This design comes from an exercise in tuning for small area, a short achievable clock period and few clock cycles per item on the open sky130 flow, not from production work. Where RTL was checked, it was by simulation tests only, not by an equivalence proof against the original. Power and IR drop assume default switching activity.

P:
==> flow/design.v (excerpt) <==
module canser_rx (
    input  wire        clk,
    input  wire        rst,
    input  wire        in_valid,
    input  wire [7:0]  in_data,
    output wire        in_ready,
    output wire        out_valid,
    input  wire        out_ready,
    output wire [28:0] out_id,
    output wire [3:0]  out_dlc,
    output wire [63:0] out_data,
    output wire [31:0] out_ts_ms,
    output wire [63:0] out_ts
);
    localparam [7:0] START = 8'hAA;
    localparam [7:0] END   = 8'hBB;
    localparam       BUFN  = 19;         
    localparam [1:0] C_IDLE = 2'd0, C_RUN = 2'd1, C_DONE = 2'd2;
    reg [7:0]      rxb [0:BUFN-1];       
    reg [BUFN-1:0] occ;                  
    reg [BUFN-1:0] pres;
    integer p;
    always @* begin
        pres[0] = occ[0];
        for (p = 1; p < BUFN; p = p + 1)
            pres[p] = pres[p - 1] && occ[p];
    end
    reg [4:0]      skip;                 
    reg            skz;                  
    reg            held;                 
    reg            tsv;                  
    reg            ov_q;
    reg            ir_q;
  ...
Size in the first run: about 1500 cells after synthesis, ~390 flip-flops, about 210 I/O pins, about 19000 sq um of cells after synthesis.
==> module ts_dequant, before the edit <==
module ts_dequant (
    input  wire        clk,
    input  wire        load,       
    input  wire        step,       
    input  wire [31:0] k,          
    input  wire [4:0]  lz,         
    output wire [63:0] result      
);
    reg  [53:0] q;                 
    reg  [6:0]  r;                 
    reg  [10:0] bexp;
    wire [31:0] kn = k << lz;
    wire        hi = kn[31:25] >= 7'd125;
    wire [10:0] e0 = 11'd1044 - {6'd0, lz};
    wire [10:0] e1 = 11'd1045 - {6'd0, lz};
    wire [6:0] tm;
    wire [127:0] tm_b0 = 128'h1333333333366666666664cccccccccc;
    assign tm[0] = tm_b0[r];
    wire [127:0] tm_b1 = 128'h0f0f0f0f0f0e1e1e1e1e1c3c3c3c3c3c;
    assign tm[1] = tm_b1[r];
    wire [127:0] tm_b2 = 128'h13cc33cc33c8679867986730cf30cf30;
    assign tm[2] = tm_b2[r];
    wire [127:0] tm_b3 = 128'h1c0fc3f03c0f87e0781f87c0f03f0fc0;
    assign tm[3] = tm_b3[r];
    wire [127:0] tm_b4 = 128'h1ff003ffc00ff8007fe007ff003ff000;
    assign tm[4] = tm_b4[r];
    wire [127:0] tm_b5 = 128'h1ffffc00000fffff800007ffffc00000;
    assign tm[5] = tm_b5[r];
    wire [127:0] tm_b6 = 128'h0aaaaaaaaaa55555555552aaaaaaaaaa;
    assign tm[6] = tm_b6[r];
    wire [6:0] tv;
    wire [127:0] tv_b0 = 128'h0cccccccccc9999999999b3333333333;
    assign tv[0] = tv_b0[r];
    wire [127:0] tv_b1 = 128'h03c3c3c3c3c787878787870f0f0f0f0f;
    assign tv[1] = tv_b1[r];
    wire [127:0] tv_b2 = 128'h0cf30cf30cf619e619e61bcc33cc33cc;
    assign tv[2] = tv_b2[r];
    wire [127:0] tv_b3 = 128'h0f03f0fc0f07e1f81e07e3f03c0fc3f0;
    assign tv[3] = tv_b3[r];
    wire [127:0] tv_b4 = 128'h0ffc00fff007fe001ff803ffc00ffc00;
    assign tv[4] = tv_b4[r];
    wire [127:0] tv_b5 = 128'h0fffff000007ffffe00003fffff00000;
    assign tv[5] = tv_b5[r];
    wire [127:0] tv_b6 = 128'h1aaaaaaaaaad5555555556aaaaaaaaaa;
    assign tv[6] = tv_b6[r];
    wire [5:0] fm;
    wire [127:0] fm_b0 = 128'h1333333333366666666664cccccccccc;
    assign fm[0] = fm_b0[r];
    wire [127:0] fm_b1 = 128'h1c3c3c3c3c387878787878f0f0f0f0f0;
    assign fm[1] = fm_b1[r];
    wire [127:0] fm_b2 = 128'h1fc03fc03fc07f807f807f00ff00ff00;
    assign fm[2] = fm_b2[r];
    wire [127:0] fm_b3 = 128'h1fffc0003fff80007fff8000ffff0000;
    assign fm[3] = fm_b3[r];
    wire [127:0] fm_b4 = 128'h1fffffffc00000007fffffff00000000;
    assign fm[4] = fm_b4[r];
    wire [127:0] fm_b5 = 128'h1fffffffffffffff8000000000000000;
    assign fm[5] = fm_b5[r];
    wire [5:0] f1;
    wire [127:0] f1_b0 = 128'h0cccccccccc9999999999b3333333333;
    assign f1[0] = f1_b0[r];
    wire [127:0] f1_b1 = 128'h0f0f0f0f0f0e1e1e1e1e1c3c3c3c3c3c;
    assign f1[1] = f1_b1[r];
    wire [127:0] f1_b2 = 128'h0ff00ff00ff01fe01fe01fc03fc03fc0;
    assign f1[2] = f1_b2[r];
    wire [127:0] f1_b3 = 128'h0ffff0000fffe0001fffe0003fffc000;
    assign f1[3] = f1_b3[r];
    wire [127:0] f1_b4 = 128'h0ffffffff00000001fffffffc0000000;
    assign f1[4] = f1_b4[r];
    wire [127:0] f1_b5 = 128'h0fffffffffffffffe000000000000000;
    assign f1[5] = f1_b5[r];
    wire [5:0] d  = q[53:48];
    wire [7:0] uv = {1'b0, tv} + {2'b00, d};      
    wire [6:0] ut = tm + {1'b0, d};
    wire       ge = uv[7];
    wire [6:0] rn = ge ? uv[6:0] : ut;
    wire [5:0] dg = ge ? f1 : fm;
    always @(posedge clk) begin
        if (load) begin
            r    <= hi ? {2'b00, kn[31:27]} : {1'b0, kn[31:26]};
            q    <= hi ? {kn[26:0], 20'd0, 7'd62} : {kn[25:0], 21'd0, 7'd62};
            bexp <= (k == 32'd0) ? 11'd0 : hi ? e1 : e0;
        end else if (step) begin
            r    <= rn;
            q    <= {q[47:0], dg};
        end
    end
    assign result = {1'b0, bexp, q[51:0]};
endmodule
==> flow/config.mk <==
export PLATFORM = sky130hd
export DESIGN_NAME = canser_rx
export DESIGN_NICKNAME = canser_rx
export VERILOG_FILES = /design/flow/design.v
export SDC_FILE = /design/flow/constraint.sdc
export NUM_CORES = 4
export LEC_CHECK = 0
export CAP_MARGIN = 20
export CORE_MARGIN = 2
export CORE_UTILIZATION = 55
export SLEW_MARGIN = 20
==> flow/constraint.sdc <==
create_clock -name core_clock -period 10.0 [get_ports {clk}]
set_input_delay 2.0000 -clock core_clock [delete_from_list [all_inputs] [get_ports {clk}]]
set_output_delay 2.0000 -clock core_clock [all_outputs]
set_load 0.01 [all_outputs]
standard.sh (not shown) runs the stock make flow with config.mk's settings and CLKGATE_MAP_FILE= SYNTH_SCRIPT=/design/flow/synth_recipe.tcl, a recipe that flattens the netlist after the stock synthesis.
==> flow/flow/run.sh <==
#!/bin/bash
set -euo pipefail
cd "$(dirname "$0")/.."
bash standard.sh SETUP_SLACK_MARGIN=6.5 'BUFFER_PORTS_ARGS=-buffer_cell sky130_fd_sc_hd__buf_1' finish > standard.log 2>&1
Testbench counts of P, summed over its fixed seeds: cycles 32,532, messages 1,995.
diff inputs: P => Q
--- a/flow/design.v
+++ b/flow/design.v
@@ -75,13 +75,17 @@
     wire       ge = uv[7];
     wire [6:0] rn = ge ? uv[6:0] : ut;
-    wire [5:0] dg = ge ? f1 : fm;
-    always @(posedge clk) begin
+    wire [6:0] r_ld = hi ? {2'b00, kn[31:27]} : {1'b0, kn[31:26]};
+    always @(posedge clk)
+        r <= step ? rn : r_ld;
+    wire [5:0] d1 = load ? 6'b111110 : f1;
+    wire [5:0] d0 = load ? 6'b111110 : fm;
+    always @(posedge clk) begin
+        if (load || step)
+            q[5:0] <= ge ? d1 : d0;
         if (load) begin
-            r    <= hi ? {2'b00, kn[31:27]} : {1'b0, kn[31:26]};
-            q    <= hi ? {kn[26:0], 20'd0, 7'd62} : {kn[25:0], 21'd0, 7'd62};
-            bexp <= (k == 32'd0) ? 11'd0 : hi ? e1 : e0;
+            q[53:6] <= hi ? {kn[26:0], 20'd0, 1'b0} : {kn[25:0], 21'd0, 1'b0};
+            bexp    <= (k == 32'd0) ? 11'd0 : hi ? e1 : e0;
         end else if (step) begin
-            r    <= rn;
-            q    <= {q[47:0], dg};
+            q[53:6] <= q[47:0];
         end
     end
Results
The flow did not stop early for Q: all stages ran, and the layout cleared the timing, DRC and antenna checks.
From P to Q the numbers moved as follows: layout multi-input combinational cell count went up by 0.99%; mapped cell area now sits lower.
Routed wire length ended up 4.6% lower on Q than on P.
Delta(core box area, Q - P) < 0
Data required time of the worst path in Q is 0.06 ns below P.
Q: clock buffer count in the final layout is about 2% lower than what P reported.
Compared with P, Q shows final cell count without fillers that has gone down slightly.
Diff P -> Q | smallest setup slack after layout | increase of 0.069 ns
From P to Q the numbers moved as follows: post-route fraction of the period consumed by the critical path lost 0.69 points; finished layout cell area down 1.1%; clock share of power decreased by 4.4 points relative to the old numbers; part of the power in combinational logic now larger.
The RTL of Q was laid out without a check of its function.

-- separate check: timing with driven ports --
The results above use ideal ports. As a check the final layouts listed here were re-extracted and re-timed, cells and wires unchanged.
Step 1 assumes that a clkbuf_16 drives the clock port and a buf_2 every other input.
Step 2, shift: input delay + t, output delay - t, t = (earliest + latest rising clock arrival at the registers) / 2. This alone moves slack from input paths to output paths.
Slacks: ideal ports / drivers / drivers and shift; pairs: ideal ports / drivers.
run	t (ns)	setup WS [ns]	slew at the worst register clock pin (ns)	worst slew at a driven data input, ns
P	0.597	6.368 / 6.368 / 6.368	0.06 / 0.06	0.06
Q	0.593	6.437 / 6.437 / 6.348	0.06 / 0.06	0.07
After both steps every run listed still meets setup and hold. For Q, which loses most, drivers alone change the setup slack by 0.000 ns; drivers and shift together by -0.089 ns.
